Background: an optimization exercise with open tools, aiming at small area, a short achievable clock period and few clock cycles per item. Do not read the settings as production practice. Where RTL was checked, it was by simulation tests only, not by an equivalence proof against the original. No functional check of the RTL was part of runs 1 and 2. Power figures rest on the tool's default switching activity, not on a simulated workload.

$ cat flow/config.mk
export PLATFORM = sky130hd
export DESIGN_NAME = nmea_core
export DESIGN_NICKNAME = nmea_core
export VERILOG_FILES = /design/flow/design.v
export SDC_FILE = /design/flow/constraint.sdc
export NUM_CORES = 4
export LEC_CHECK = 0
export CAP_MARGIN = 20
export CORE_MARGIN = 2
export CORE_UTILIZATION = 40
export CTS_BUF_LIST = sky130_fd_sc_hd__clkbuf_16
export CTS_CLUSTER_DIAMETER = 80
export CTS_CLUSTER_SIZE = 30
export PLACE_DENSITY = 0.6
export SETUP_SLACK_MARGIN = 5.0
export SLEW_MARGIN = 20
$ cat flow/constraint.sdc
create_clock -name core_clock -period 8.0 [get_ports {clk}]
set_input_delay 1.6000 -clock core_clock [delete_from_list [all_inputs] [get_ports {clk}]]
set_output_delay 1.6000 -clock core_clock [all_outputs]
set_load 0.01 [all_outputs]
$ cat flow/design.v
module nmea_core (
    input  wire       clk,
    input  wire       rst,
    input  wire       in_valid,
    output reg        in_ready,
    input  wire [9:0] in_beat,
    output reg        out_valid,
    input  wire       out_ready,
    output reg  [9:0] out_beat
);
    localparam integer N  = 158;   
    localparam integer D  = 76;    
    localparam integer Q  = 3;     
    localparam [7:0] CH_LF  = 8'h0A;
    localparam [7:0] CH_CR  = 8'h0D;
    localparam [7:0] CH_DOL = 8'h24;
    localparam [7:0] CH_STR = 8'h2A;
    localparam [7:0] CH_COM = 8'h2C;
    function [7:0] inc;   
        input [7:0] a;
        inc = (a == N - 1) ? 8'd0 : a + 8'd1;
    endfunction
    function [4:0] hexval;   
        input [7:0] b;
        begin
            if (b >= 8'h30 && b <= 8'h39)      hexval = {1'b1, b[3:0]};
            else if (b >= 8'h41 && b <= 8'h46) hexval = {1'b1, b[3:0] + 4'd9};
            else if (b >= 8'h61 && b <= 8'h66) hexval = {1'b1, b[3:0] + 4'd9};
            else                               hexval = 5'd0;
        end
    endfunction
    function in_range;
        input [7:0] x, lo, hi;
        in_range = (lo <= hi) ? (x >= lo && x < hi) : (x >= lo || x < hi);
    endfunction
    function [4:0] bclass;
        input [7:0] b;
        bclass = {b == CH_LF, b == CH_CR, b == CH_DOL, b == CH_STR, b == CH_COM};
    endfunction
    reg  [8*N-1:0] ring;
    reg  [7:0] W;             
    reg  [7:0] R;             
    wire [7:0] ring_w = ring[8*N-1 -: 8];
    wire [7:0] ring_r = ring[8*D+7 -: 8];
    reg        wr_en;
    reg  [9:0] iq0, iq1;
    reg  [4:0] ic0, ic1;
    reg  [1:0] occ;
    wire       acc  = in_valid && in_ready;
    reg        cons;              
    wire       hv   = (occ != 2'd0);
    always @(posedge clk)
        ring <= {ring[8*(N-1)-1:0], wr_en ? iq0[7:0] : ring_w};
    reg  [6:0] len;           
    reg  [6:0] sl;            
    reg  [6:0] len_n, sl_n;
    reg        len_z, len_le78, sl_z, sl_le78;   
    reg        al;            
    reg        sdollar;       
    reg        lastcr;        
    reg        hpend;         
    reg  [7:0] lstart;        
    reg  [7:0] s0;            
    reg  [7:0] wp;            
    reg  [3:0] enabled;
    reg  [7:0] xr, xs;        
    reg        star, cs, fc, fcok;
    reg  [7:0] star_a;        
    reg  [7:0] fc_a;          
    reg  [1:0] ac;            
    reg        d1v, d1e, d2v, d2e;   
    reg  [3:0] m;             
    reg        c_ok;          
    reg        e_job, e_eos;
    reg        pend_end;      
    localparam [2:0] RS_IDLE = 3'd0, RS_WS = 3'd1, RS_SS = 3'd2,
                     RS_JOB = 3'd3, RS_WH = 3'd4, RS_SH = 3'd5;
    reg  [2:0] rs;
    reg        rs_eos;
    reg  [1:0] q_t  [0:Q-1];
    reg  [7:0] q_f0 [0:Q-1];    
    reg  [7:0] q_f1 [0:Q-1];    
    reg  [3:0] q_e  [0:Q-1];    
    reg        q_m;             
    reg  [2:0] qc;
    reg  [7:0] tail_f1;
    reg  [3:0] eos_tail;
    reg        w_free;          
    reg  [7:0] vb, va;
    reg  [4:0] vc;
    reg        v_go;
    wire [6:0] vi = len;
    wire [4:0] hxb = hexval(vb);
    wire       ck_ok   = star ? ((ac == 2'd2 && d1v && d2v) ? (d1e && d2e) : (xs == 8'h00))
                              : (xr == 8'h00);
    wire       cm_ok   = fcok && (!star || cs);
    wire       ty_ok   = |(m & enabled);
    wire       cand_ok = vc[3] && (vi >= 7'd6) && (vi <= 7'd78) && ty_ok && ck_ok && cm_ok;
    wire       h_data = hv && !iq0[9];
    wire       h_last = iq0[8];
    wire [7:0] h_b    = iq0[7:0];
    wire       h_lf   = ic0[4];
    wire       h_cr   = ic0[3];
    wire       h_cmd  = hv && (iq0[9:8] == 2'b10);
    wire [6:0] len1 = (len == 7'd80) ? 7'd80 : len + 7'd1;
    wire [6:0] sl1  = (sl == 7'd80) ? 7'd80 : sl + 7'd1;
    wire       sd1  = sl_z ? ic0[2] : sdollar;
    wire       useful = len_le78 || (sd1 && sl_le78);
    wire       aligned = len_z || al;
    wire       q_room   = (qc + {2'b00, e_job}) < Q;
    wire       eos_room = (eos_tail <= 4'd13);
    reg        s1_job, s1_rare, s1_eos;
    always @* begin
        cons    = 1'b0;
        s1_job  = 1'b0;
        s1_rare = 1'b0;
        s1_eos  = 1'b0;
        v_go    = 1'b0;
        vb      = h_b;
        vc      = ic0;
        va      = W;
        wr_en   = 1'b0;
        if (pend_end) begin
        end else if (rs == RS_IDLE) begin
            if (h_data && !h_lf) begin
                s1_eos  = h_last;
                s1_job  = h_last && h_cr;
                s1_rare = h_last && h_cr && hpend && sd1;
                if ((!h_last || (eos_room && (!s1_rare || q_room))) &&
                    (!useful || (aligned && w_free))) begin
                    cons  = 1'b1;
                    v_go  = 1'b1;
                    wr_en = useful;
                end
            end else if (h_data) begin
                s1_eos  = h_last;
                s1_job  = (sl != 7'd0) && lastcr;
                s1_rare = (sl != 7'd0) && lastcr && hpend && sdollar;
                cons    = (!h_last || eos_room) && (!s1_job || q_room);
            end else if (h_cmd) begin
                s1_eos = (h_b[7:4] == 4'h3);
                cons   = !s1_eos || eos_room;
            end else begin
                cons = hv;   
            end
        end else if (rs != RS_JOB) begin
            v_go = (W == wp);
            vb   = ring_w;
            vc   = bclass(ring_w);
        end
    end
    wire       can_out = !out_valid || out_ready;
    wire       q_any   = (qc != 3'd0);
    wire       hd_eos  = q_any && (q_e[0] != 4'd0);
    wire       hd_msg  = q_any && !hd_eos && !q_m;
    wire       hd_done = q_any && !hd_eos && q_m && (q_f0[0] == q_f1[0]);
    wire       hd_fld  = q_any && !hd_eos && q_m && !hd_done && (R == q_f0[0]);
    wire       tl_eos  = !q_any && (eos_tail != 4'd0);
    wire       deq     = hd_done;
    wire       emit    = can_out && (hd_eos || hd_msg || hd_fld || tl_eos);
    wire       tail_dec = can_out && tl_eos;
    wire       st2_job = e_job && c_ok;
    wire [3:0] eos_tail_dec = eos_tail - {3'd0, tail_dec};
    wire [2:0] q_wi = qc - {2'd0, deq};    
    integer k;
    always @(posedge clk) begin
        W <= inc(W);
        R <= inc(R);
        if (rst) begin
            W <= 8'd0;
            R <= N - 1 - D;
        end
        if (rst) begin
            occ      <= 2'd0;
            in_ready <= 1'b1;
        end else begin
            case ({acc, cons})
                2'b10: begin
                    if (occ == 2'd0) begin iq0 <= in_beat; ic0 <= bclass(in_beat[7:0]); end
                    else             begin iq1 <= in_beat; ic1 <= bclass(in_beat[7:0]); end
                    occ      <= occ + 2'd1;
                    in_ready <= (occ == 2'd0);
                end
                2'b01: begin
                    iq0      <= iq1;
                    ic0      <= ic1;
                    occ      <= occ - 2'd1;
                    in_ready <= 1'b1;
                end
                2'b11: begin
                    if (occ == 2'd1) begin
                        iq0 <= in_beat; ic0 <= bclass(in_beat[7:0]);
                    end else begin
                        iq0 <= iq1; ic0 <= ic1;
                        iq1 <= in_beat; ic1 <= bclass(in_beat[7:0]);
                    end
                end
                default: ;
            endcase
        end
        if (v_go) begin
            if (vi == 7'd0) begin
                xr <= 8'h00;
                star <= 1'b0; cs <= 1'b0; fc <= 1'b0; fcok <= 1'b0;
                ac <= 2'd3;
            end else begin
                xr <= xr ^ vb;
                if (vc[1]) begin
                    star   <= 1'b1;
                    xs     <= xr;
                    star_a <= va;
                    cs     <= fc;
                    ac     <= 2'd0;
                end else begin
                    if (ac != 2'd3) ac <= ac + 2'd1;
                    if (vc[3] && !star) star_a <= va;
                end
                if (ac == 2'd0) begin
                    d1v <= hxb[4];
                    d1e <= (hxb[3:0] == xs[7:4]);
                end
                if (ac == 2'd1) begin
                    d2v <= hxb[4];
                    d2e <= (hxb[3:0] == xs[3:0]);
                end
                if (vc[0] && !fc) begin
                    fc   <= 1'b1;
                    fcok <= (vi >= 7'd6);
                    fc_a <= va;
                end
            end
            case (vi)
                7'd3: m <= {vb == "R", vb == "G", vb == "G", vb == "G"};
                7'd4: m <= m & {vb == "M", vb == "S", vb == "N", vb == "G"};
                7'd5: m <= m & {vb == "C", vb == "A", vb == "S", vb == "A"};
                default: ;
            endcase
            c_ok <= cand_ok;
            wp   <= inc(va);
        end
        len_n = len;
        sl_n  = sl;
        e_job <= 1'b0;
        e_eos <= 1'b0;
        if (pend_end && q_room) begin
            pend_end <= 1'b0;
            e_job    <= 1'b1;
            e_eos    <= 1'b1;
        end
        if (rst) begin
            pend_end <= 1'b0;
            len_n     = 7'd0;
            sl_n      = 7'd0;
            hpend   <= 1'b0;
            enabled <= 4'b1111;
            rs      <= RS_IDLE;
        end else begin
            case (rs)
                RS_IDLE: if (cons) begin
                    if (h_data && !h_lf) begin
                        if (len == 7'd0) lstart <= W;
                        if (sl == 7'd0) s0 <= W;
                        sdollar <= sd1;
                        lastcr  <= h_cr;
                        if (!h_last) begin
                            len_n = len1;
                            sl_n  = sl1;
                        end else begin
                            sl_n = 7'd0;
                            if (s1_rare) begin
                                len_n    = 7'd0;
                                rs     <= (sl <= 7'd78) ? RS_WS : RS_JOB;
                                wp     <= (sl == 7'd0) ? W : s0;
                                sl_n     = (sl <= 7'd78) ? sl1 : 7'd0;
                                rs_eos <= 1'b1;
                                c_ok   <= 1'b0;
                            end else begin
                                e_job    <= s1_job && q_room;
                                e_eos    <= !s1_job || q_room;
                                pend_end <= s1_job && !q_room;
                                if (h_cr || len >= 7'd79) begin
                                    len_n = 7'd0; hpend <= 1'b0;
                                end else begin
                                    len_n = len1; hpend <= 1'b1;
                                end
                            end
                        end
                    end else if (h_data) begin
                        sl_n = 7'd0;
                        if (s1_rare) begin
                            len_n    = 7'd0;
                            rs     <= (sl <= 7'd79) ? RS_WS : RS_JOB;
                            wp     <= s0;
                            sl_n     = (sl <= 7'd79) ? sl : 7'd0;
                            rs_eos <= h_last;
                            c_ok   <= 1'b0;
                        end else begin
                            e_job <= s1_job;
                            e_eos <= h_last;
                            if (sl != 7'd0) begin
                                if (lastcr || len > 7'd79) begin
                                    len_n = 7'd0; hpend <= 1'b0;
                                end else begin
                                    hpend <= 1'b1;
                                end
                            end
                        end
                    end else if (h_cmd) begin
                        case (h_b[7:4])
                            4'h1: begin len_n = 7'd0; hpend <= 1'b0; sl_n = 7'd0; enabled <= 4'b1111; end
                            4'h2: begin len_n = 7'd0; hpend <= 1'b0; sl_n = 7'd0; enabled <= h_b[3:0]; end
                            4'h3: e_eos <= 1'b1;
                            default: ;
                        endcase
                    end
                end
                RS_WS, RS_SS: begin
                    if (v_go) begin
                        len_n  = len1;
                        rs   <= RS_SS;
                        sl_n   = sl - 7'd1;
                        if (sl == 7'd1) rs <= RS_JOB;
                    end
                end
                RS_JOB: begin
                    e_job <= 1'b1;
                    e_eos <= rs_eos;
                    rs    <= RS_WH;
                    wp    <= lstart;
                    len_n   = 7'd0;
                end
                RS_WH, RS_SH: begin
                    if (v_go) begin
                        len_n  = len1;
                        rs   <= RS_SH;
                        if (inc(wp) == s0) rs <= RS_IDLE;
                    end
                end
                default: rs <= RS_IDLE;
            endcase
        end
        len      <= len_n;
        sl       <= sl_n;
        len_z    <= (len_n == 7'd0);
        len_le78 <= (len_n <= 7'd78);
        sl_z     <= (sl_n == 7'd0);
        sl_le78  <= (sl_n <= 7'd78);
        al       <= v_go || (inc(W) == wp);
        if (rst) begin
            qc        <= 3'd0;
            q_m       <= 1'b0;
            eos_tail  <= 4'd0;
            out_valid <= 1'b0;
            out_beat  <= 10'd0;
            w_free    <= 1'b1;
        end else begin
            if (can_out && hd_eos) q_e[0] <= q_e[0] - 4'd1;
            if (can_out && hd_msg) q_m <= 1'b1;
            if (can_out && hd_fld) q_f0[0] <= inc(q_f0[0]);
            if (deq) begin
                q_m <= 1'b0;
                for (k = 0; k < Q - 1; k = k + 1) begin
                    q_t[k]  <= q_t[k+1];
                    q_f0[k] <= q_f0[k+1];
                    q_f1[k] <= q_f1[k+1];
                    q_e[k]  <= q_e[k+1];
                end
            end
            if (st2_job) begin
                for (k = 0; k < Q; k = k + 1)
                    if (q_wi == k) begin
                        q_t[k]  <= {m[3] | m[2], m[3] | m[1]};
                        q_f0[k] <= inc(fc_a);
                        q_f1[k] <= star_a;
                        q_e[k]  <= eos_tail_dec;
                    end
                tail_f1  <= star_a;
                eos_tail <= {3'd0, e_eos};
            end else begin
                eos_tail <= eos_tail_dec + {3'd0, e_eos};
            end
            qc <= q_wi + {2'd0, st2_job};
            w_free <= (!q_any || !in_range(inc(W), q_f0[0], tail_f1)) &&
                      !(c_ok && (e_job || (rs == RS_IDLE && h_data && h_lf && lastcr)) &&
                        in_range(inc(W), fc_a, star_a));
            if (emit) begin
                out_valid <= 1'b1;
                out_beat  <= hd_msg ? {2'b10, 6'd0, q_t[0]} :
                             hd_fld ? {2'b00, ring_r} : 10'h300;
            end else if (out_ready) begin
                out_valid <= 1'b0;
            end
        end
    end
endmodule
$ cat flow/run.sh
#!/bin/bash
# synth_recipe.tcl (not shown) runs the flow's synth.tcl, then flattens the netlist and writes it again
# the make line also repeats each setting of config.mk as NAME=value (left out here)
make -C /OpenROAD-flow-scripts/flow DESIGN_CONFIG=/design/flow/config.mk WORK_HOME=/design/flow/orfs CLKGATE_MAP_FILE= SYNTH_SCRIPT=/design/flow/synth_recipe.tcl finish
==> results of run 1 <==
-- final timing paths --
check	end	start
setup reg to reg	len_z	rs[1]
setup / recovery	len_z	rs[1]
hold / removal	ring[152]	ring[144]
hold reg to reg	ring[152]	ring[144]
-- timing repair --
action,4_1_cts,5_1_grt
buffers inserted,57,66
endpoints found under the setup margin,236,169
gates cloned,5,3
resized for setup,133,99
pin swaps,23,36
-- report_power, final --
group	total [mW]	internal [mW]	leakage, nW	switching (mW)
sequential	8.65	8.34	12.4	0.301
combinational	2.35	1.01	4.33	1.33
clock	3.99	1.65	1.05	2.34
total	15.0	11.0	17.8	3.98
-- flip-flops by register name (all words and copies together) (netlist names), 7 cells and up --
register	count
xr	8
iq1	10
star_a	8
xs	8
R	8
lstart	8
q_e	12
fc_a	8
sl	7
out_beat	10
wp	8
len	7
W	8
q_f1	24
q_f0	24
tail_f1	8
s0	8
iq0	10
ring	1264
-- stage by stage --
step,power (mW),setup slack (ns)
after global routing,15.67,4.903
after floorplan,9.955,4.956
final,14.98,5.005
after global placement,10.49,3.360
after detailed placement,10.52,3.263
after CTS,14.81,4.987
-- critical path: stages (launching register included) --
cell      delay [ns]
dfxtp_4         0.40
buf_12          0.14
or3_4           0.45
nor2_8          0.21
nand4_4         0.10
o21ba_4         0.26
clkinv_4        0.16
nor2_4          0.09
o21a_1          0.23
o31ai_4         0.30
buf_4           0.16
o211ai_1        0.09
nor4_2          0.31
-- cells in the mapped netlist, types with 8 or more instances --
library cell,instances
and3_1,19
edfxtp_1,169
a22oi_1,24
or2_2,9
xnor2_1,63
a22o_1,17
ha_1,89
a21oi_1,70
o211ai_1,11
buf_2,10
o21ai_0,70
nor2b_1,11
a21o_1,16
nand2b_1,17
nand3_1,53
nor2_1,126
dfxtp_1,1342
clkbuf_1,54
mux2_2,15
nand2_1,115
or3_1,14
mux2i_1,33
and2_1,10
inv_1,84
xor2_1,29
o22ai_1,12
nor3_1,55
nor4_1,25
a211oi_1,12
a31oi_1,23
a32o_1,8
o21a_1,8
nand4_1,16
-- area by class of cell --
type                            instances  area (sq um)  area share [%]
Timing Repair inverter                  3         37.54         0.08131
Tap cell                             1298          1624           3.518
Timing Repair Buffer                  160          1500           3.250
Clock buffer                           66          1652           3.578
Clock inverter                         31         467.9           1.014
Inverter                               87         367.9          0.7969
Multi-Input combinational cell       1101          8508           18.43
Sequential cell                      1511         32000           69.33
-- cells by family after synthesis --
family                   Yosys count
AND/OR/NAND/NOR                  513
buffers and inverters            162
AO/OA/AOI/OAI                    354
flip-flops                      1511
XOR/XNOR                          92
multiplexers                      50
adder cells (fa/ha/maj)           90
-- routing by layer --
metal | routed length (um) | GRT usage (%)
met2 | 31480 | 21.01
met3 | 3204 | 2.531
met4 | 2438 | 4.881
met5 | 0 | 0
met1 | 34860 | 19.93
==> impl_metrics.yaml, run 1 <==
floorplanning:
  coreArea_sq_mm: 0.09986
  io_pins: 26
  die-area_sq_mm: 0.1029
  rows: 116
  die_height_um: 320.8
  start_util_pct: 40.20
  die_x_um: 320.8
final_layout:
  most-common-layout-cells: "dfxtp_1, edfxtp_1, buf_4"
  finalNetCount: 3033
  fillers: 8716
  syn_to_final_growth_pct: 15.00
  finalInstanceArea_sq_mm: 0.04616
  final_cell_count_no_fill: 4257
  layout_commonest_cell: "dfxtp_1"
  drive_above_1_share_pct: 14.40
  final_util_pct: 46.23
  num_antenna_cells: 0
global_route:
  grt_use_total_pct: 13.87
  antenna_found_initial: 1
  grt_max_degree: 52
  grt_pass1_vias: 19850
  gr-total-overflow: 0
  grt_pass1_wl_um: 113200
setup_path:
  crit_path_end_kind: "flip-flop"
  cp_data_arrival_time_ns: 3.57
  crit_required_ns: 8.57
  crit_fanout: 12
  rr_worst_depth: 12
  regToRegSetupSlack_ns: 5.01
  path_class: "reg -> reg"
  cp-start-kind: "flip-flop"
yosys:
  ys_ff_latch: 1511
  synth_top_cell_area_share_pct: 66.93
  synth.yosys.seq_area_share_pct: 79.57
  synth-compound-area-share_pct: 6.156
  synth_xor_area_share_pct: 2.007
  synth_top_family_by_area: "simple AND/OR/NAND/NOR gates"
  postSynthCellCount: 2772
  ys.warnings.count: 5
  synth_simple_gate_area_share_pct: 6.505
  synth_fa_ha_area_share_pct: 2.799
  async_reset_ff_share_pct: 0
  syn_area_per_cell_sq_um: 14.48
  syn_nets: 2875
  muxShareOfSynthArea_pct: 1.315
  netlist_area_sq_mm: 0.04014
  synthFlopType: "dfxtp_1"
  ys_types: 90
  yosys.area.top_type: "dfxtp_1"
  synth_area_leaders: "dfxtp_1, edfxtp_1, ha_1"
  synth_edf_count: 169
clock_tree:
  cts_buffer_depth: 3
  root_buffer: "clkbuf_16"
  htreeDepth: 3
  worstSkewPairLatency_ns: 0.68
  holdBufCountCts: 0
  cts_sinks: 1511
  path_clk_slew_ns: 0.11
  cts_made_buffers: 66
  cts_tree: "yes"
timing:
  rsz0062_at_grt: "yes"
  slew_viol_final: 0
  tightest_slew_ns: 0.8797
  fmax_ghz: 0.3339
  hold_violations: 0
  relSlewSlack_pct: 41.35
  setup_viol: 0
  fin_hold_ws_ns: 0.3146
  final.period_utilization_pct: 37.44
  fin_worst_skew_ns: 0.04062
  fin_crit_ns: 2.995
  tns_ns: 0
placement:
  hpwl_um: 43960
  port_buffers: 25
  globalplace.congestion: 0.8162
  dpl.cell_count: 4029
  place_area_sq_mm: 0.04191
power:
  power.leakage_nw: 17.81
  powerDensity_mw_per_mm2: 324.6
  peakVddDrop_mv: 0.2382
min_path:
  hold_path_class: "reg -> reg"
  min_path_cells: 0
drt:
  ant_nets: 0
  drt_iter0_drc: 1590
  wl_per_cell_um: 16.91
  first_pass_iters: 5
  routed_wl_um: 71980
  drc: 0
  via_per_inst: 4.661
  num_vias: 19840
run_status:
  status: "finished clean"
job:
  max-cap-violations: 0
==> inputs of run 2 (changes only) <==
--- a/flow/config.mk
+++ b/flow/config.mk
@@ -7,10 +7,10 @@
 export LEC_CHECK = 0
 export CAP_MARGIN = 20
 export CORE_MARGIN = 2
-export CORE_UTILIZATION = 40
+export CORE_UTILIZATION = 55
 export CTS_BUF_LIST = sky130_fd_sc_hd__clkbuf_16
 export CTS_CLUSTER_DIAMETER = 80
 export CTS_CLUSTER_SIZE = 30
-export PLACE_DENSITY = 0.6
+export PLACE_DENSITY = 0.7
 export SETUP_SLACK_MARGIN = 5.0
 export SLEW_MARGIN = 20
==> run 2 against run 1 <==
Synthesized area did not move. Non-clock buffer count is 12 lower. Die area down 27%. Fmax shrank 0.98%. Design area decreased by 2.0%. Clock skew up 0.0016 ns. Wire length down 6.7%.
==> impl_metrics.yaml, run 2 <==
setup_path:
  cp_common_cell: "ha_4"
  cp_top_family: "compound AO/OA/AOI/OAI gates"
  critPathMaxStageDelay_ns: 0.53
  cp_data_arrival_time_ns: 3.62
  crit_required_ns: 8.60
  regToRegSetupSlack_ns: 4.98
  cp-start-kind: "flip-flop"
  crit_path_end_kind: "flip-flop"
  crit_chain: "ha_4 > ha_4 > and2_4 > a21oi_4 > o211a_1 > buf_6 > nor2_4 > o211ai_1 > a31oi_2 > a211oi_2 > nand3b_1 > nor4_2"
  cp_num_buf_inv: 1
  crit_fanout: 4
  cp_slowest_cell: "o211ai_1"
  path_class: "reg -> reg"
yosys:
  synth_area_leaders: "dfxtp_1, edfxtp_1, ha_1"
  ys_ff_latch: 1511
  yosys.area.top_type: "dfxtp_1"
  ys.warnings.count: 5
  async_reset_ff_share_pct: 0
  synth_common_cells: "dfxtp_1, edfxtp_1, nor2_1"
  syn_nets: 2875
  synth.yosys.seq_area_share_pct: 79.57
  netlist_area_sq_mm: 0.04014
  ys_types: 90
  synth_edf_count: 169
  synth_top_cell_area_share_pct: 66.93
  synthFlopType: "dfxtp_1"
  synth_most_common_cell: "dfxtp_1"
  postSynthCellCount: 2772
  syn_area_per_cell_sq_um: 14.48
timing:
  rsz0062_at_grt: "yes"
  setup_slack_ns: 4.975
  slew_viol_final: 0
  fin_hold_ws_ns: 0.3026
  fmax_ghz: 0.3306
  hold_violations: 0
  relSlewSlack_pct: 34.43
  tightest_slew_ns: 0.9761
  tns_ns: 0
  fin_crit_ns: 3.025
  fin_worst_skew_ns: 0.04225
  setup_viol: 0
  final.period_utilization_pct: 37.81
power:
  total_power_mw: 14.52
  peakVddDrop_mv: 0.2593
  power.leakage_nw: 17.60
  powerDensity_mw_per_mm2: 321.0
placement:
  globalplace.congestion: 0.8548
  port_buffers: 25
  dpl.cell_count: 3690
  hpwl_um: 40710
  dp_slack_ns: 3.427
drt:
  routed_wl_um: 67140
  via_per_inst: 5.067
  drc: 0
  wl_per_cell_um: 17.24
  num_vias: 19730
  first_pass_iters: 6
  drt_iter0_drc: 1290
  ant_nets: 0
final_layout:
  reg_top3: "ring (1264), q_f0 (24), q_f1 (24)"
  most-common-layout-cells: "dfxtp_1, edfxtp_1, nor2_1"
  layout_commonest_cell: "dfxtp_1"
  finalNetCount: 3015
  top_register: "ring"
  drive_above_1_share_pct: 13.87
  final_cell_count_no_fill: 3894
  num_antenna_cells: 0
  largest_reg_flops: 1264
  syn_to_final_growth_pct: 12.71
clock_tree:
  cts_buffer_depth: 3
  holdBufCountCts: 0
  path_clk_slew_ns: 0.11
  cts_sinks: 1511
  htreeDepth: 2
  root_buffer: "clkbuf_16"
  cts_made_buffers: 60
  cts_tree: "yes"
  worstSkewPairLatency_ns: 0.69
floorplanning:
  io_pins: 26
  start_util_pct: 55.30
  coreArea_sq_mm: 0.07259
  die-area_sq_mm: 0.07516
  rows: 99
  die_height_um: 274.2
  die_x_um: 274.2
min_path:
  hold_path_class: "reg -> reg"
global_route:
  grt_max_degree: 64
  grt_pass1_wl_um: 106300
  gr-total-overflow: 0
  antenna_found_initial: 0
  grt_use_total_pct: 17.71
  grt_pass1_vias: 19330
job:
  max-cap-violations: 0
run_status:
  status: "finished clean"
==> run 2: per-layer routing <==
layer  track usage [%]  up-vias  wire, um
met1             26.50     9444     33320
met4             5.735        0      2077
met3             3.424      120      3609
li1                  -     9691         -
met5                 0        -         0
met2             25.97      477     28130
==> run 2: path summary, 6_finish.rpt <==
path	depth (start not counted)	end	start
setup / recovery	12	sl_z	e_job
hold / removal	0	ring[735]	ring[727]
setup reg to reg	12	sl_z	e_job
hold reg to reg	0	ring[735]	ring[727]
==> run 2: repair_timing <==
item / 4_1_cts / 5_1_grt
gates cloned: 5 / 2
hold endpoints to repair: 0 / 0
buffers inserted: 65 / 47
resized for setup: 147 / 81
setup endpoints to repair: 239 / 160
pin swaps: 42 / 36
==> run 2: where the power goes <==
| group | switching (mW) | internal (mW) | total (mW) |
|---|---|---|---|
| sequential | 0.298 | 8.34 | 8.64 |
| combinational | 1.27 | 0.964 | 2.24 |
| clock | 2.20 | 1.45 | 3.64 |
==> run 2: final cells by class <==
class / count / area [sq um]
sequential: 1511 / 32000
fill: 5378 / 27350
multi-input combinational: 1101 / 8511
clock buffer: 60 / 1501
timing repair buffer: 148 / 1323
tap: 959 / 1200
inverter: 87 / 366.6
clock inverter: 25 / 302.8
timing repair inverter: 3 / 32.53
==> run 2: metrics by stage <==
stage               utilization, %  cell area, sq um
finish                       62.32             45240
detailed placement           57.15             41490
global route                 62.32             45240
floorplan                        -             40360
global placement             57.15             41490
CTS                          61.30             44500
==> run 2: cells by family after synthesis <==
group,after synthesis,share of synthesized area (%)
flip-flops,1511,79.57
AND/OR/NAND/NOR,513,6.505
AO/OA/AOI/OAI,354,6.156
buffers and inverters,162,1.643
XOR/XNOR,92,2.007
adder cells (fa/ha/maj),90,2.799
multiplexers,50,1.315
==> inputs of run 3 (changes only) <==
--- a/flow/design.v
+++ b/flow/design.v
@@ -355,7 +355,10 @@
             w_free    <= 1'b1;
         end else begin
             if (can_out && hd_eos) q_e[0] <= q_e[0] - 4'd1;
-            if (can_out && hd_msg) q_m <= 1'b1;
+            if (can_out && hd_msg) begin
+                q_m     <= 1'b1;
+                q_f0[0] <= inc(q_f0[0]);    
+            end
             if (can_out && hd_fld) q_f0[0] <= inc(q_f0[0]);
             if (deq) begin
                 q_m <= 1'b0;
@@ -370,7 +373,7 @@
                 for (k = 0; k < Q; k = k + 1)
                     if (q_wi == k) begin
                         q_t[k]  <= {m[3] | m[2], m[3] | m[1]};
-                        q_f0[k] <= inc(fc_a);
+                        q_f0[k] <= fc_a;
                         q_f1[k] <= star_a;
                         q_e[k]  <= eos_tail_dec;
                     end
--- a/flow/config.mk
+++ b/flow/config.mk
@@ -7,10 +7,10 @@
 export LEC_CHECK = 0
 export CAP_MARGIN = 20
 export CORE_MARGIN = 2
-export CORE_UTILIZATION = 55
+export CORE_UTILIZATION = 40
 export CTS_BUF_LIST = sky130_fd_sc_hd__clkbuf_16
 export CTS_CLUSTER_DIAMETER = 80
 export CTS_CLUSTER_SIZE = 30
-export PLACE_DENSITY = 0.7
-export SETUP_SLACK_MARGIN = 5.0
+export PLACE_DENSITY = 0.6
+export SETUP_SLACK_MARGIN = 4.8
 export SLEW_MARGIN = 20
==> run 3 against run 2 <==
Largest power group unchanged. Sequential share of layout area increased by 1.1 points. Register-to-register slack got worse by 0.20 ns. Critical path type unchanged. Critical endpoint is now w_free. Global-route usage fell by 4.7 points. Still clean on timing, DRC and antenna.
==> impl_metrics.yaml, run 3 <==
clock_tree:
  cts_buffer_depth: 3
  cts_sinks: 1511
  htreeDepth: 2
  cts_tree: "yes"
  root_buffer: "clkbuf_16"
  cts_made_buffers: 61
  path_clk_slew_ns: 0.10
  worstSkewPairLatency_ns: 0.67
final_layout:
  final_cell_count_no_fill: 4154
  top_register: "ring"
  fillers: 8757
  final_util_pct: 45.24
  largest_reg_flops: 1264
  layout_commonest_cell: "dfxtp_1"
  finalNetCount: 2947
  most-common-layout-cells: "dfxtp_1, edfxtp_1, nand2_1"
  reg_top3: "ring (1264), q_f0 (24), q_f1 (24)"
  syn_to_final_growth_pct: 12.13
  drive_above_1_share_pct: 10.68
yosys:
  synth_most_common_cell: "dfxtp_1"
  synth_top_cell_area_share_pct: 67.66
  synth_edf_count: 169
  synth.yosys.seq_area_share_pct: 80.45
  syn_area_per_cell_sq_um: 14.48
  ys_ff_latch: 1511
  syn_nets: 2843
  ys.warnings.count: 5
  synth_common_cells: "dfxtp_1, edfxtp_1, nand2_1"
  synthFlopType: "dfxtp_1"
  ys_types: 78
  synth_area_leaders: "dfxtp_1, edfxtp_1, ha_1"
  netlist_area_sq_mm: 0.03970
  async_reset_ff_share_pct: 0
  postSynthCellCount: 2742
  yosys.area.top_type: "dfxtp_1"
setup_path:
  critPathMaxStageDelay_ns: 0.44
  cp_data_arrival_time_ns: 3.76
  cp_top_family: "simple AND/OR/NAND/NOR gates"
  crit_fanout: 9
  worstReg2RegStart: "W[3]"
  path_class: "reg -> reg"
  crit_required_ns: 8.54
  cp_slowest_cell: "dfxtp_2"
  cp-start-kind: "flip-flop"
  cp_num_buf_inv: 2
  crit_chain: "nand3_1 > nor4_4 > buf_4 > nand2b_4 > inv_1 > ha_1 > nor2b_1 > o21ai_1 > a21oi_1 > o41a_1 > maj3_1 > nor4b_4 > a211oi_1"
  crit_path_end_kind: "flip-flop"
  critPathLaunch: "W[3]"
timing:
  fin_crit_ns: 3.222
  fmax_ghz: 0.3103
  hold_violations: 0
  fin_worst_skew_ns: 0.03640
  rsz0062_at_grt: "yes"
  setup_viol: 0
  tns_ns: 0
  slew_viol_final: 0
  final.period_utilization_pct: 40.28
  relSlewSlack_pct: 24.56
  setup_slack_ns: 4.778
  tightest_slew_ns: 1.120
placement:
  port_buffers: 25
  dp_slack_ns: 3.525
  hpwl_um: 41340
  globalplace.congestion: 0.8358
  dpl.cell_count: 3995
drt:
  ant_nets: 0
  routed_wl_um: 66960
  num_vias: 19200
  drc: 0
  wl_per_cell_um: 16.12
  drt_iter0_drc: 1114
  via_per_inst: 4.623
  first_pass_iters: 5
run_status:
  status: "finished clean"
global_route:
  grt_pass1_wl_um: 107300
  grt_max_degree: 48
  grt_pass1_vias: 19100
  grt_use_total_pct: 13.01
  gr-total-overflow: 0
  antenna_found_initial: 0
min_path:
  hold_path_class: "reg -> reg"
  hp-start: "ring[640]"
job:
  max-cap-violations: 0
floorplanning:
  start_util_pct: 40.34
  die_x_um: 319.1
  rows: 115
  io_pins: 26
  die_height_um: 319.1
  coreArea_sq_mm: 0.09842
  die-area_sq_mm: 0.1018
power:
  power.leakage_nw: 17.16
  total_power_mw: 14.58
  peakVddDrop_mv: 0.2246
  powerDensity_mw_per_mm2: 327.4
==> run 3: metal layers <==
layer  global-route usage [%]  share of wire, %
met1                    19.21                50
met2                    19.55                43
met3                    2.019               4.5
met4                    4.224               2.7
met5                        0                 0
==> run 3: worst paths after layout <==
kind / depth (start not counted) / end / slack (ns)
max: 13 / w_free / 4.78
min: 0 / ring[648] / 0.32
max reg2reg: 13 / w_free / 4.78
min reg2reg: 0 / ring[648] / 0.32
==> run 3: final cells by class <==
| type | instances | area (sq um) | share of cell area, % |
|---|---|---|---|
| diodes | 1 | 2.502 | 0.005621 |
| clock buffers | 63 | 1577 | 3.541 |
| clock inverters | 20 | 257.7 | 0.5789 |
| inverters | 84 | 324.1 | 0.7279 |
| multi-input cells | 1076 | 7716 | 17.33 |
| flip-flops and latches | 1511 | 31980 | 71.83 |
| well taps | 1287 | 1610 | 3.617 |
| repair buffers | 111 | 1050 | 2.358 |
| repair inverters | 1 | 5.005 | 0.01124 |
==> run 3: stage by stage <==
step | hold WS [ns] | instance area, sq um
floorplan | 0.3096 | 39780
CTS | 0.3073 | 44040
global route | 0.3173 | 44520
finish | 0.3207 | 44520
detailed placement | 0.3121 | 41440
global placement | 0.3101 | 41440
==> run 3: power by group <==
group	switching, mW	internal [mW]
sequential	0.377	8.71
clock	2.20	1.48
combinational	1.07	0.741
total	3.65	10.9
==> run 3: logic make-up (layout without fill, tap and decap cells) <==
| logic type | after synthesis | after routing | share of synthesized area [%] |
|---|---|---|---|
| mux | 52 | 52 | 1.339 |
| other cells | 0 | 1 | 0 |
| buf+inv | 155 | 279 | 1.554 |
| compound gates | 327 | 327 | 5.326 |
| flops | 1511 | 1511 | 80.45 |
| simple gates | 520 | 520 | 6.605 |
| xor+xnor | 89 | 89 | 1.963 |
| fa+ha+maj | 88 | 88 | 2.767 |
==> run 3: what timing repair did <==
| action | 4_1_cts | 5_1_grt |
|---|---|---|
| pin swaps | 11 | 16 |
| endpoints found under the setup margin | 214 | 169 |
| buffers inserted | 47 | 23 |
| resized for setup | 105 | 68 |
| hold buffers | 0 | 0 |
| gates cloned | 3 | 2 |
Testbench counts of run 3, summed over its fixed seeds: cycles 146,334, bytes 145,071.
==> inputs of run 4 (changes only) <==
--- a/flow/config.mk
+++ b/flow/config.mk
@@ -12,5 +12,5 @@
 export CTS_CLUSTER_DIAMETER = 80
 export CTS_CLUSTER_SIZE = 30
 export PLACE_DENSITY = 0.6
-export SETUP_SLACK_MARGIN = 4.8
+export SETUP_SLACK_MARGIN = 5.0
 export SLEW_MARGIN = 20
==> run 4 against run 3 <==
First-iteration DRC count grew 19%. Synthesized area is the same. Via count grew 3.1%. Register-to-register slack gained 0.13 ns. Wire length grew 2.4%. Sequential power is essentially flat. Clock power grew 6.0%. Critical path depth shrank 2. Combinational power grew 23%. Utilization grew 1.2 points. Highest routed layer is now met5. Critical endpoint is now len_z. Fmax grew 4.4%. Flip-flop and latch count is the same. Still clean on timing, DRC and antenna. Largest cell class unchanged.
==> impl_metrics.yaml, run 4 <==
run_status:
  status: "finished clean"
yosys:
  synth_top_cell_area_share_pct: 67.66
  netlist_area_sq_mm: 0.03970
  yosys.area.top_type: "dfxtp_1"
  syn_area_per_cell_sq_um: 14.48
  synth_most_common_cell: "dfxtp_1"
  postSynthCellCount: 2742
  synth_area_leaders: "dfxtp_1, edfxtp_1, ha_1"
  ys.warnings.count: 5
  synth.yosys.seq_area_share_pct: 80.45
  synth_common_cells: "dfxtp_1, edfxtp_1, nand2_1"
  syn_nets: 2843
  ys_types: 78
  async_reset_ff_share_pct: 0
  synth_edf_count: 169
  synthFlopType: "dfxtp_1"
  ys_ff_latch: 1511
drt:
  via_per_inst: 4.681
  first_pass_iters: 6
  drc: 0
  num_vias: 19790
  routed_wl_um: 68580
  wl_per_cell_um: 16.22
  ant_nets: 0
  drt_iter0_drc: 1328
final_layout:
  multiInputGateArea_sq_mm: 0.008078
  most-common-layout-cells: "dfxtp_1, edfxtp_1, nand2_1"
  finalNetCount: 3017
  drive_above_1_share_pct: 14.25
  top_register: "ring"
  layout_commonest_cell: "dfxtp_1"
  syn_to_final_growth_pct: 15.18
  final_cell_count_no_fill: 4228
  seqCellArea_sq_mm: 0.03199
  reg_top3: "ring (1264), q_f0 (24), q_f1 (24)"
  finalInstanceArea_sq_mm: 0.04573
  final_util_pct: 46.46
  fillers: 8648
  largest_reg_flops: 1264
setup_path:
  cp-start-kind: "flip-flop"
  crit_path_end_kind: "flip-flop"
  crit_fanout: 6
  cp_slowest_cell: "or4_4"
  critPathMaxStageDelay_ns: 0.57
  cp_num_buf_inv: 3
  cp_data_arrival_time_ns: 3.62
  path_class: "reg -> reg"
  crit_chain: "buf_6 > nor3_4 > buf_6 > or4_4 > nor3_4 > nor2_4 > or4_4 > a21oi_2 > a31oi_2 > buf_4 > nor4_2"
  cp_top_family: "simple AND/OR/NAND/NOR gates"
  crit_required_ns: 8.53
clock_tree:
  root_buffer: "clkbuf_16"
  cts_made_buffers: 67
  htreeDepth: 3
  worstSkewPairLatency_ns: 0.64
  cts_tree: "yes"
  path_clk_slew_ns: 0.10
  cts_sinks: 1511
  cts_buffer_depth: 3
global_route:
  grt_pass1_vias: 19410
  grt_max_degree: 62
  gr-total-overflow: 0
  antenna_found_initial: 9
  grt_use_total_pct: 13.06
  grt_pass1_wl_um: 108000
placement:
  port_buffers: 25
  globalplace.congestion: 0.8514
  dpl.cell_count: 3995
  place_area_sq_mm: 0.04154
  dp_slack_ns: 3.560
  hpwl_um: 40820
min_path:
  hold_path_class: "reg -> reg"
timing:
  setup_viol: 0
  slew_viol_final: 0
  rsz0062_at_grt: "yes"
  tightest_slew_ns: 0.7942
  final.period_utilization_pct: 38.59
  fmax_ghz: 0.3239
  fin_crit_ns: 3.088
  relSlewSlack_pct: 46.86
  fin_worst_skew_ns: 0.02899
  tns_ns: 0
  hold_violations: 0
  setup_slack_ns: 4.912
floorplanning:
  coreArea_sq_mm: 0.09842
  die_height_um: 319.1
  die-area_sq_mm: 0.1018
  rows: 115
  io_pins: 26
  start_util_pct: 40.34
  die_x_um: 319.1
power:
  p_int_mw: 11.35
  p_switching_mw: 3.865
  switching_share_pct: 25.41
  powerDensity_mw_per_mm2: 332.6
  peakVddDrop_mv: 0.2245
  power.share.clock_pct: 25.6
  combPwrFrac_pct: 14.7
  p_seq_share_pct: 59.7
  power.leakage_nw: 17.69
job:
  max-cap-violations: 0
==> run 4: repair_timing <==
item                       CTS  global route
hold endpoints to repair     0             0
buffers inserted            72            58
setup endpoints to repair  225           164
gates cloned                 2             7
hold buffers                 0             0
resized for setup          134           106
pin swaps                   27            42
==> run 4: cell type report <==
class                   instances  area share [%]
repair buffers                174           3.655
diodes                          1        0.005472
repair inverters                1         0.01094
inverters                      84          0.7168
flip-flops and latches       1511           69.95
well taps                    1287           3.521
clock inverters                25          0.7552
clock buffers                  68           3.721
multi-input cells            1077           17.66
==> run 4: cell families after synthesis <==
logic type	share of synthesized area (%)
AO/OA/AOI/OAI	5.326
XOR/XNOR	1.963
adder cells (fa/ha/maj)	2.767
buffers and inverters	1.554
flip-flops	80.45
multiplexers	1.339
AND/OR/NAND/NOR	6.605
==> run 4: worst paths after layout <==
| path | from | to | slack, ns | depth (start not counted) |
|---|---|---|---|---|
| max | iq0[9] | len_z | 4.91 | 11 |
| min | ring[671] | ring[679] | 0.32 | 0 |
| max reg2reg | iq0[9] | len_z | 4.91 | 11 |
| min reg2reg | ring[671] | ring[679] | 0.32 | 0 |
==> run 4: metrics by stage <==
| stage | power [mW] | hold WS [ns] |
|---|---|---|
| after global placement | 10.68 | 0.3113 |
| final | 15.21 | 0.3168 |
| after floorplan | 10.15 | 0.3096 |
| after detailed placement | 10.69 | 0.3121 |
| after global routing | 15.88 | 0.3211 |
| after CTS | 15.04 | 0.3190 |
==> run 4: worst reg2reg max path: cells and delay by family, from the launching register on <==
kind	cells	cell delay (ns)
AND/OR/NAND/NOR	6	1.62
buffers and inverters	3	0.46
AO/OA/AOI/OAI	2	0.36
flip-flops	1	0.54
==> run 4: layer usage <==
layer | vias up | wire length, um | track usage (%)
met1 | 9583 | 33750 | 18.73
met2 | 456 | 29010 | 19.51
met3 | 136 | 3860 | 2.870
met5 | - | 83 | 0
li1 | 9604 | - | -
met4 | 14 | 1870 | 4.486
==> run 4: power by group through the flow <==
stage | Combinational (mW) | Sequential (mW) | Clock [mW]
floorplan | 1.08 | 9.07 | 0
global placement | 1.42 | 9.27 | 0
detailed placement | 1.43 | 9.26 | 0
CTS | 1.91 | 9.11 | 4.02
global route | 2.38 | 9.19 | 4.32
finish | 2.23 | 9.08 | 3.90
==> inputs of run 5 (changes only) <==
--- a/flow/design.v
+++ b/flow/design.v
@@ -54,6 +54,9 @@
     reg  [6:0] len;           
     reg  [6:0] sl;            
     reg  [6:0] len_n, sl_n;
+    reg        lz_n, ll_n, sz_n, sll_n;
+    wire       len_le77 = (len <= 7'd77);
+    wire       sl_le77  = (sl <= 7'd77);
     reg        len_z, len_le78, sl_z, sl_le78;   
     reg        al;            
     reg        sdollar;       
@@ -75,7 +78,8 @@
     reg        pend_end;      
     localparam [2:0] RS_IDLE = 3'd0, RS_WS = 3'd1, RS_SS = 3'd2,
                      RS_JOB = 3'd3, RS_WH = 3'd4, RS_SH = 3'd5;
-    reg  [2:0] rs;
+    reg  [2:0] rs, rs_n;
+    reg        rs_idle;       
     reg        rs_eos;
     reg  [1:0] q_t  [0:Q-1];
     reg  [7:0] q_f0 [0:Q-1];    
@@ -121,7 +125,7 @@
         va      = W;
         wr_en   = 1'b0;
         if (pend_end) begin
-        end else if (rs == RS_IDLE) begin
+        end else if (rs_idle) begin
             if (h_data && !h_lf) begin
                 s1_eos  = h_last;
                 s1_job  = h_last && h_cr;
@@ -156,12 +160,11 @@
     wire       hd_done = q_any && !hd_eos && q_m && (q_f0[0] == q_f1[0]);
     wire       hd_fld  = q_any && !hd_eos && q_m && !hd_done && (R == q_f0[0]);
     wire       tl_eos  = !q_any && (eos_tail != 4'd0);
-    wire       deq     = hd_done;
-    wire       emit    = can_out && (hd_eos || hd_msg || hd_fld || tl_eos);
-    wire       tail_dec = can_out && tl_eos;
     wire       st2_job = e_job && c_ok;
+    wire       deq     = hd_done && !st2_job;
+    wire       emit    = can_out && (hd_msg || hd_fld || hd_eos || tl_eos);
+    wire       tail_dec = can_out && tl_eos;
     wire [3:0] eos_tail_dec = eos_tail - {3'd0, tail_dec};
-    wire [2:0] q_wi = qc - {2'd0, deq};    
     integer k;
     always @(posedge clk) begin
         W <= inc(W);
@@ -240,6 +243,11 @@
         end
         len_n = len;
         sl_n  = sl;
+        lz_n  = len_z;
+        ll_n  = len_le78;
+        sz_n  = sl_z;
+        sll_n = sl_le78;
+        rs_n  = rs;
         e_job <= 1'b0;
         e_eos <= 1'b0;
         if (pend_end && q_room) begin
@@ -249,11 +257,11 @@
         end
         if (rst) begin
             pend_end <= 1'b0;
-            len_n     = 7'd0;
-            sl_n      = 7'd0;
+            len_n     = 7'd0; lz_n = 1'b1; ll_n = 1'b1;
+            sl_n      = 7'd0; sz_n = 1'b1; sll_n = 1'b1;
             hpend   <= 1'b0;
             enabled <= 4'b1111;
-            rs      <= RS_IDLE;
+            rs_n      = RS_IDLE;
         end else begin
             case (rs)
                 RS_IDLE: if (cons) begin
@@ -263,15 +271,15 @@
                         sdollar <= sd1;
                         lastcr  <= h_cr;
                         if (!h_last) begin
-                            len_n = len1;
-                            sl_n  = sl1;
+                            len_n = len1; lz_n = 1'b0; ll_n = len_le77;
+                            sl_n  = sl1; sz_n = 1'b0; sll_n = sl_le77;
                         end else begin
-                            sl_n = 7'd0;
+                            sl_n = 7'd0; sz_n = 1'b1; sll_n = 1'b1;
                             if (s1_rare) begin
-                                len_n    = 7'd0;
-                                rs     <= (sl <= 7'd78) ? RS_WS : RS_JOB;
+                                len_n    = 7'd0; lz_n = 1'b1; ll_n = 1'b1;
+                                rs_n     = (sl <= 7'd78) ? RS_WS : RS_JOB;
                                 wp     <= (sl == 7'd0) ? W : s0;
-                                sl_n     = (sl <= 7'd78) ? sl1 : 7'd0;
+                                sl_n     = (sl <= 7'd78) ? sl1 : 7'd0; sz_n = !(sl <= 7'd78); sll_n = 1'b1;
                                 rs_eos <= 1'b1;
                                 c_ok   <= 1'b0;
                             end else begin
@@ -279,19 +287,19 @@
                                 e_eos    <= !s1_job || q_room;
                                 pend_end <= s1_job && !q_room;
                                 if (h_cr || len >= 7'd79) begin
-                                    len_n = 7'd0; hpend <= 1'b0;
+                                    len_n = 7'd0; lz_n = 1'b1; ll_n = 1'b1; hpend <= 1'b0;
                                 end else begin
-                                    len_n = len1; hpend <= 1'b1;
+                                    len_n = len1; lz_n = 1'b0; ll_n = len_le77; hpend <= 1'b1;
                                 end
                             end
                         end
                     end else if (h_data) begin
-                        sl_n = 7'd0;
+                        sl_n = 7'd0; sz_n = 1'b1; sll_n = 1'b1;
                         if (s1_rare) begin
-                            len_n    = 7'd0;
-                            rs     <= (sl <= 7'd79) ? RS_WS : RS_JOB;
+                            len_n    = 7'd0; lz_n = 1'b1; ll_n = 1'b1;
+                            rs_n     = (sl <= 7'd79) ? RS_WS : RS_JOB;
                             wp     <= s0;
-                            sl_n     = (sl <= 7'd79) ? sl : 7'd0;
+                            sl_n     = (sl <= 7'd79) ? sl : 7'd0; sz_n = !(sl <= 7'd79); sll_n = 1'b1;
                             rs_eos <= h_last;
                             c_ok   <= 1'b0;
                         end else begin
@@ -299,7 +307,7 @@
                             e_eos <= h_last;
                             if (sl != 7'd0) begin
                                 if (lastcr || len > 7'd79) begin
-                                    len_n = 7'd0; hpend <= 1'b0;
+                                    len_n = 7'd0; lz_n = 1'b1; ll_n = 1'b1; hpend <= 1'b0;
                                 end else begin
                                     hpend <= 1'b1;
                                 end
@@ -307,8 +315,8 @@
                         end
                     end else if (h_cmd) begin
                         case (h_b[7:4])
-                            4'h1: begin len_n = 7'd0; hpend <= 1'b0; sl_n = 7'd0; enabled <= 4'b1111; end
-                            4'h2: begin len_n = 7'd0; hpend <= 1'b0; sl_n = 7'd0; enabled <= h_b[3:0]; end
+                            4'h1: begin len_n = 7'd0; lz_n = 1'b1; ll_n = 1'b1; hpend <= 1'b0; sl_n = 7'd0; sz_n = 1'b1; sll_n = 1'b1; enabled <= 4'b1111; end
+                            4'h2: begin len_n = 7'd0; lz_n = 1'b1; ll_n = 1'b1; hpend <= 1'b0; sl_n = 7'd0; sz_n = 1'b1; sll_n = 1'b1; enabled <= h_b[3:0]; end
                             4'h3: e_eos <= 1'b1;
                             default: ;
                         endcase
@@ -316,35 +324,37 @@
                 end
                 RS_WS, RS_SS: begin
                     if (v_go) begin
-                        len_n  = len1;
-                        rs   <= RS_SS;
-                        sl_n   = sl - 7'd1;
-                        if (sl == 7'd1) rs <= RS_JOB;
+                        len_n  = len1; lz_n = 1'b0; ll_n = len_le77;
+                        rs_n   = RS_SS;
+                        sl_n   = sl - 7'd1; sz_n = (sl == 7'd1); sll_n = 1'b1;
+                        if (sl == 7'd1) rs_n = RS_JOB;
                     end
                 end
                 RS_JOB: begin
                     e_job <= 1'b1;
                     e_eos <= rs_eos;
-                    rs    <= RS_WH;
+                    rs_n    = RS_WH;
                     wp    <= lstart;
-                    len_n   = 7'd0;
+                    len_n   = 7'd0; lz_n = 1'b1; ll_n = 1'b1;
                 end
                 RS_WH, RS_SH: begin
                     if (v_go) begin
-                        len_n  = len1;
-                        rs   <= RS_SH;
-                        if (inc(wp) == s0) rs <= RS_IDLE;
+                        len_n  = len1; lz_n = 1'b0; ll_n = len_le77;
+                        rs_n   = RS_SH;
+                        if (inc(wp) == s0) rs_n = RS_IDLE;
                     end
                 end
-                default: rs <= RS_IDLE;
+                default: rs_n = RS_IDLE;
             endcase
         end
         len      <= len_n;
         sl       <= sl_n;
-        len_z    <= (len_n == 7'd0);
-        len_le78 <= (len_n <= 7'd78);
-        sl_z     <= (sl_n == 7'd0);
-        sl_le78  <= (sl_n <= 7'd78);
+        len_z    <= lz_n;
+        len_le78 <= ll_n;
+        sl_z     <= sz_n;
+        sl_le78  <= sll_n;
+        rs       <= rs_n;
+        rs_idle  <= (rs_n == RS_IDLE);
         al       <= v_go || (inc(W) == wp);
         if (rst) begin
             qc        <= 3'd0;
@@ -371,7 +381,7 @@
             end
             if (st2_job) begin
                 for (k = 0; k < Q; k = k + 1)
-                    if (q_wi == k) begin
+                    if (qc == k) begin
                         q_t[k]  <= {m[3] | m[2], m[3] | m[1]};
                         q_f0[k] <= fc_a;
                         q_f1[k] <= star_a;
@@ -382,9 +392,9 @@
             end else begin
                 eos_tail <= eos_tail_dec + {3'd0, e_eos};
             end
-            qc <= q_wi + {2'd0, st2_job};
+            qc <= qc + {2'd0, st2_job} - {2'd0, deq};
             w_free <= (!q_any || !in_range(inc(W), q_f0[0], tail_f1)) &&
-                      !(c_ok && (e_job || (rs == RS_IDLE && h_data && h_lf && lastcr)) &&
+                      !(c_ok && (e_job || (rs_idle && h_data && h_lf && lastcr)) &&
                         in_range(inc(W), fc_a, star_a));
             if (emit) begin
                 out_valid <= 1'b1;
==> run 5 against run 4 <==
Sequential power is 6.2% lower. Synthesized cell count shrank 2.2%. Non-clock buffer count shrank 86. Hold slack better by 0.00089 ns. Critical path depth is 2 higher.
==> impl_metrics.yaml, run 5 <==
yosys:
  async_reset_ff_share_pct: 0
  netlist_area_sq_mm: 0.03968
  synth_top_cell_area_share_pct: 67.76
  syn_area_per_cell_sq_um: 14.79
  synth_area_leaders: "dfxtp_1, edfxtp_1, ha_1"
  synthFlopType: "dfxtp_1"
  synth.yosys.seq_area_share_pct: 80.55
  synth_edf_count: 169
  synth_most_common_cell: "dfxtp_1"
  syn_nets: 2782
  ys.warnings.count: 5
  ys_ff_latch: 1512
  ys_types: 86
  yosys.area.top_type: "dfxtp_1"
  postSynthCellCount: 2682
  synth_common_cells: "dfxtp_1, edfxtp_1, nand2_1"
global_route:
  antenna_found_initial: 1
  gr-total-overflow: 0
  grt_use_total_pct: 12.99
  grt_max_degree: 68
  grt_pass1_wl_um: 106800
  grt_pass1_vias: 19280
drt:
  via_per_inst: 4.663
  ant_nets: 0
  drt_iter0_drc: 1218
  drc: 0
  first_pass_iters: 7
  num_vias: 19040
  routed_wl_um: 66460
  wl_per_cell_um: 16.27
setup_path:
  path_class: "reg -> reg"
  cp-start-kind: "flip-flop"
  crit_required_ns: 8.37
  worstReg2RegStart: "qc[0]"
  cp_data_arrival_time_ns: 3.43
  worstSetupEndpoint: "iq1[2]"
  critPathLaunch: "qc[0]"
  crit_fanout: 8
  r2r-end: "iq1[2]"
  regToRegSetupSlack_ns: 4.93
  crit_path_end_kind: "flip-flop"
  rr_worst_depth: 13
clock_tree:
  cts_sinks: 1512
  htreeDepth: 3
  worstSkewPairLatency_ns: 0.66
  cts_made_buffers: 66
  cts_buffer_depth: 3
  holdBufCountCts: 0
  path_clk_slew_ns: 0.11
  root_buffer: "clkbuf_16"
  cts_tree: "yes"
timing:
  final.period_utilization_pct: 38.32
  hold_violations: 0
  tightest_slew_ns: 0.9681
  tns_ns: 0
  relSlewSlack_pct: 35.46
  setup_viol: 0
  rsz0062_at_grt: "yes"
  fin_crit_ns: 3.066
  fmax_ghz: 0.3262
  fin_hold_ws_ns: 0.3177
  fin_worst_skew_ns: 0.04044
  slew_viol_final: 0
placement:
  globalplace.congestion: 0.8607
  place_area_sq_mm: 0.04142
  dpl.cell_count: 3937
  port_buffers: 25
  hpwl_um: 40590
power:
  powerDensity_mw_per_mm2: 311.9
  p_int_mw: 10.47
  power.share.clock_pct: 28.1
  p_switching_mw: 3.398
  peakVddDrop_mv: 0.1567
  p_seq_share_pct: 61.4
  combPwrFrac_pct: 10.5
  power.leakage_nw: 17.15
  switching_share_pct: 24.49
final_layout:
  syn_to_final_growth_pct: 12.08
  most-common-layout-cells: "dfxtp_1, edfxtp_1, nand2_1"
  finalInstanceArea_sq_mm: 0.04447
  num_antenna_cells: 0
  largest_reg_flops: 1264
  top_register: "ring"
  fillers: 8619
  final_cell_count_no_fill: 4084
  layout_commonest_cell: "dfxtp_1"
  reg_top3: "ring (1264), q_f0 (24), q_f1 (24)"
  finalNetCount: 2869
  drive_above_1_share_pct: 10.30
floorplanning:
  start_util_pct: 40.32
  io_pins: 26
  coreArea_sq_mm: 0.09842
  die_height_um: 319.0
  rows: 115
  die-area_sq_mm: 0.1017
  die_x_um: 319.0
job:
  max-cap-violations: 0
min_path:
  hold_path_class: "reg -> reg"
run_status:
  status: "finished clean"
## run 5: cell types whose count changed after synthesis, sizes merged, moves of 7 or more
cell and change:
mux2i +9, nor4 -15, nor2 -21, mux2 +7, nand2 -15, a32o -9, o211ai +10, inv -13
a21oi -26, o31ai +8, a211o +7
## run 5: cell families (layout without fill, tap and decap cells)
group           count (synthesis)  count (layout)  share of synthesized area, %
flops                        1512            1512                         80.55
mux                            68              68                         1.766
compound gates                325             326                         5.604
buf+inv                       140             254                         1.406
xor+xnor                       89              89                         1.965
fa+ha+maj                      87              87                         2.756
simple gates                  461             461                         5.954
## run 5: timing repair
action | in CTS | in global routing
cloned | 4 | 1
resized for setup | 96 | 50
pin swaps | 11 | 9
endpoints found under the setup margin | 182 | 79
setup buffers | 31 | 15
## run 5: how the worst min path moves through the flow
stage	from	end	slack, ns	cells past startpoint
floorplan	ring[992]	ring[1000]	0.31	0
global placement	ring[674]	ring[682]	0.31	0
detailed placement	ring[97]	ring[105]	0.31	0
CTS	ring[891]	ring[899]	0.32	0
global route	ring[503]	ring[511]	0.32	0
finish	ring[471]	ring[479]	0.32	0
## run 5: power by group through the flow
stage                     combinational, mW  clock (mW)  sequential [mW]
after global routing                   1.58        4.33             8.58
after floorplan                       0.885           0             8.53
final                                  1.46        3.89             8.52
after detailed placement               1.13           0             8.70
after global placement                 1.11           0             8.71
after CTS                              1.36        4.05             8.53
## run 5: layer usage
metal	wire length [um]	up-vias	track usage (%)	share of wire, %
met5	0	-	0	0
li1	-	9273	-	-
met2	29040	426	19.87	44
met1	32320	9213	18.38	49
met4	2120	0	4.916	3.2
met3	2979	130	2.350	4.5
## run 5: through the flow
step                      worst slack [ns]  utilization, %  total power, mW
after detailed placement             4.070           42.09            9.826
after CTS                            4.748           44.87            13.94
after floorplan                      4.991               -            9.419
after global placement               4.285           42.08            9.823
after global routing                 4.809           45.19            14.49
final                                4.934           45.19            13.87
## run 5: layout make-up
cell class | instances | area [sq um] | share of cell area, %
flip-flops and latches | 1512 | 31990 | 71.94
inverters | 70 | 275.3 | 0.6190
repair buffers | 88 | 884.6 | 1.989
clock inverters | 29 | 356.6 | 0.8018
multi-input cells | 1031 | 7675 | 17.26
well taps | 1287 | 1610 | 3.621
clock buffers | 67 | 1677 | 3.770
## run 5: critical path: stages, from the launching register on
cell and delay (ns):
dfxtp_4 0.37, ha_4 0.16, ha_4 0.17, xor2_4 0.18
a221o_1 0.36, a211oi_4 0.29, or2_4 0.19, buf_6 0.10
clkinvlp_4 0.10, ha_4 0.19, buf_12 0.12, a211oi_4 0.23
buf_4 0.17, buf_12 0.12
Testbench counts of run 5, summed over its fixed seeds: cycles 146,334, bytes 145,071.
==> inputs of run 6 (changes only) <==
--- a/flow/design.v
+++ b/flow/design.v
@@ -257,6 +257,8 @@
         end
         if (rst) begin
             pend_end <= 1'b0;
+            e_job    <= 1'b0;
+            e_eos    <= 1'b0;
             len_n     = 7'd0; lz_n = 1'b1; ll_n = 1'b1;
             sl_n      = 7'd0; sz_n = 1'b1; sll_n = 1'b1;
             hpend   <= 1'b0;
@@ -341,7 +343,7 @@
                     if (v_go) begin
                         len_n  = len1; lz_n = 1'b0; ll_n = len_le77;
                         rs_n   = RS_SH;
-                        if (inc(wp) == s0) rs_n = RS_IDLE;
+                        if (inc(W) == s0) rs_n = RS_IDLE;
                     end
                 end
                 default: rs_n = RS_IDLE;
==> run 6 against run 5 <==
Power fell by 3.4%. Sequential power is 1% lower. Critical path type is now in -> reg. Register-to-register slack better by 0.16 ns. Global-route usage shrank 0.46 points. Clock-buffer cell count down 6. Worst setup slack improved by 0.11 ns. Still clean. Die area about the same. Hold slack got worse by 0.0020 ns. Clock power decreased by 4%. Cell count increased by 0.32%.
==> impl_metrics.yaml, run 6 <==
timing:
  tns_ns: 0
  setup_viol: 0
  fin_hold_ws_ns: 0.3157
  rsz0062_at_grt: "yes"
  final.period_utilization_pct: 36.92
  tightest_slew_ns: 0.9392
  relSlewSlack_pct: 37.39
  hold_violations: 0
  fin_crit_ns: 2.954
  fin_worst_skew_ns: 0.05528
  fmax_ghz: 0.3385
  slew_viol_final: 0
clock_tree:
  cts_tree: "yes"
  htreeDepth: 2
  worstSkewPairLatency_ns: 0.69
  cts_buffer_depth: 3
  cts_sinks: 1512
  path_clk_slew_ns: 0.10
  root_buffer: "clkbuf_16"
  holdBufCountCts: 0
  cts_made_buffers: 61
yosys:
  postSynthCellCount: 2706
  synth_edf_count: 169
  ys_ff_latch: 1512
  synthFlopType: "dfxtp_1"
  netlist_area_sq_mm: 0.03967
  ys_types: 85
  synth_common_cells: "dfxtp_1, edfxtp_1, nand2_1"
  synth_most_common_cell: "dfxtp_1"
  synth_area_leaders: "dfxtp_1, edfxtp_1, ha_1"
  syn_nets: 2804
  yosys.area.top_type: "dfxtp_1"
  syn_area_per_cell_sq_um: 14.66
  synth.yosys.seq_area_share_pct: 80.56
  synth_top_cell_area_share_pct: 67.77
  ys.warnings.count: 5
  async_reset_ff_share_pct: 0
floorplanning:
  die_x_um: 318.9
  io_pins: 26
  rows: 115
  coreArea_sq_mm: 0.09828
  die-area_sq_mm: 0.1017
  die_height_um: 318.9
  start_util_pct: 40.37
global_route:
  grt_use_met1_pct: 18.16
  gr-total-overflow: 0
  grt_use_total_pct: 12.53
  antenna_found_initial: 2
  grt_pass1_wl_um: 103500
  met3_usage_pct: 2.127
  grt_pass1_vias: 18890
  gr-usage-met2_pct: 19.29
  busiest_layer: "met2"
  grt_max_degree: 62
setup_path:
  cp-start-kind: "input pin"
  crit_required_ns: 8.34
  crit_fanout: 54
  crit_path_end_kind: "flip-flop"
  path_class: "in -> reg"
  cp_data_arrival_time_ns: 3.29
final_layout:
  final_util_pct: 45.06
  reg_top3: "ring (1264), q_f0 (24), q_f1 (24)"
  largest_reg_flops: 1264
  most-common-layout-cells: "dfxtp_1, edfxtp_1, nand2_1"
  layout_commonest_cell: "dfxtp_1"
  drive_above_1_share_pct: 9.858
  final_cell_count_no_fill: 4097
  num_antenna_cells: 0
  finalNetCount: 2886
  top_register: "ring"
  syn_to_final_growth_pct: 11.62
drt:
  num_vias: 18970
  drt_iter0_drc: 1123
  first_pass_iters: 5
  ant_nets: 0
  wl_per_cell_um: 15.89
  routed_wl_um: 65100
  via_per_inst: 4.630
  drc: 0
job:
  max-cap-violations: 0
run_status:
  status: "finished clean"
placement:
  dpl.cell_count: 3964
  port_buffers: 25
  hpwl_um: 40490
  globalplace.congestion: 0.8220
min_path:
  hold_path_class: "reg -> reg"
power:
  powerDensity_mw_per_mm2: 302.6
  power.leakage_nw: 16.89
  peakVddDrop_mv: 0.2048
  total_power_mw: 13.40
## run 6: cell count changes in the layout (fill, tap and decap cells not counted), sizes merged, moves of 8 or more
| cell | previous run | this run |
|---|---|---|
| a21oi | 54 | 62 |
| a22oi | 9 | 24 |
| inv | 84 | 98 |
| nand2 | 123 | 131 |
| nor3 | 43 | 52 |
| o211ai | 19 | 9 |
| o21ai | 86 | 96 |
| xor2 | 42 | 28 |
## run 6: layout make-up
type,instances,area [sq um]
multi-input combinational,1047,7709
clock inverter,24,359.1
timing repair buffer,83,745.7
clock buffer,61,1526
fill,8572,53990
tap,1287,1610
sequential,1512,32000
inverter,83,327.8
## run 6: path summary, 6_finish.rpt
kind | startpoint | cells past startpoint | slack, ns | to
max | rst | 4 | 5.05 | q_f1[2][2]
min | ring[40] | 0 | 0.32 | ring[48]
max reg2reg | qc[1] | 9 | 5.09 | qc[2]
min reg2reg | ring[40] | 0 | 0.32 | ring[48]
## run 6: what timing repair did
item,in CTS,in global routing
pin swaps,20,18
gates resized for setup,102,63
buffers inserted,33,15
setup endpoints to repair,215,152
## run 6: logic make-up after synthesis
logic type | Yosys count | share of synthesized area [%]
AO/OA/AOI/OAI | 343 | 5.743
XOR/XNOR | 76 | 1.678
adder cells (fa/ha/maj) | 86 | 2.719
buffers and inverters | 147 | 1.448
flip-flops | 1512 | 80.56
multiplexers | 64 | 1.662
AND/OR/NAND/NOR | 478 | 6.191
## run 6: power breakdown
group / internal (mW) / switching (mW) / leakage, nW
clock network: 1.51 / 2.22 / 0.944
logic: 0.503 / 0.731 / 3.52
registers: 8.22 / 0.210 / 12.4
total: 10.2 / 3.16 / 16.9
## run 6: per-stage QoR
stage / instance area (sq um) / setup WS (ns)
4_1_cts: 43900 / 4.960
6_report: 44280 / 5.046
3_3_place_gp: 41410 / 3.970
2_1_floorplan: 39750 / 4.997
3_5_place_dp: 41420 / 3.875
5_1_grt: 44280 / 4.902
## run 6: critical path, stage by stage
cell,delay (ns)
buf_2,0.10
buf_6,0.23
nor2_1,0.67
and3_4,0.58
## run 6: routing by layer
layer	vias up	wire length, um
met2	369	28530
li1	9328	-
met3	106	2788
met5	-	22
met1	9162	32290
met4	4	1472
Testbench counts of run 6, summed over its fixed seeds: cycles 146,334, bytes 145,071.

## static timing again, ports no longer ideal
In the flow no input, the clock included, has a driving cell. The finished layouts below were timed again as built, in two steps.
Step 1, drivers: a clkbuf_16 drives clk and a buf_2 each remaining input, both assumed.
Step 2 adds t to the input delays and takes it off the output delays; t is the mean of the earliest and latest rising clock arrival at the registers after step 1. Input paths then give back, and output paths get back, about the clock's delay inside the block.
Slacks: ideal / step 1 / step 2; pairs: ideal / step 1.
run | t (ns) | setup slack, ns | worst setup path after step 2 | pins driven straight from the clock port
run 1 | 0.718 | 5.005 / 5.005 / 4.353 | input to register | 1
run 2 | 0.736 | 4.975 / 4.975 / 4.297 | input to register | 1
run 3 | 0.722 | 4.778 / 4.778 / 4.175 | input to register | 1
run 4 | 0.693 | 4.912 / 4.912 / 4.473 | input to register | 1
run 5 | 0.708 | 4.934 / 4.934 / 4.359 | input to register | 1
run 6 | 0.728 | 5.046 / 5.017 / 4.354 | input to register | 1
After both steps setup and hold are still met in every run listed. The setup slack of run 6, which loses most, moves by -0.029 ns with the drivers and by -0.692 ns with both steps.
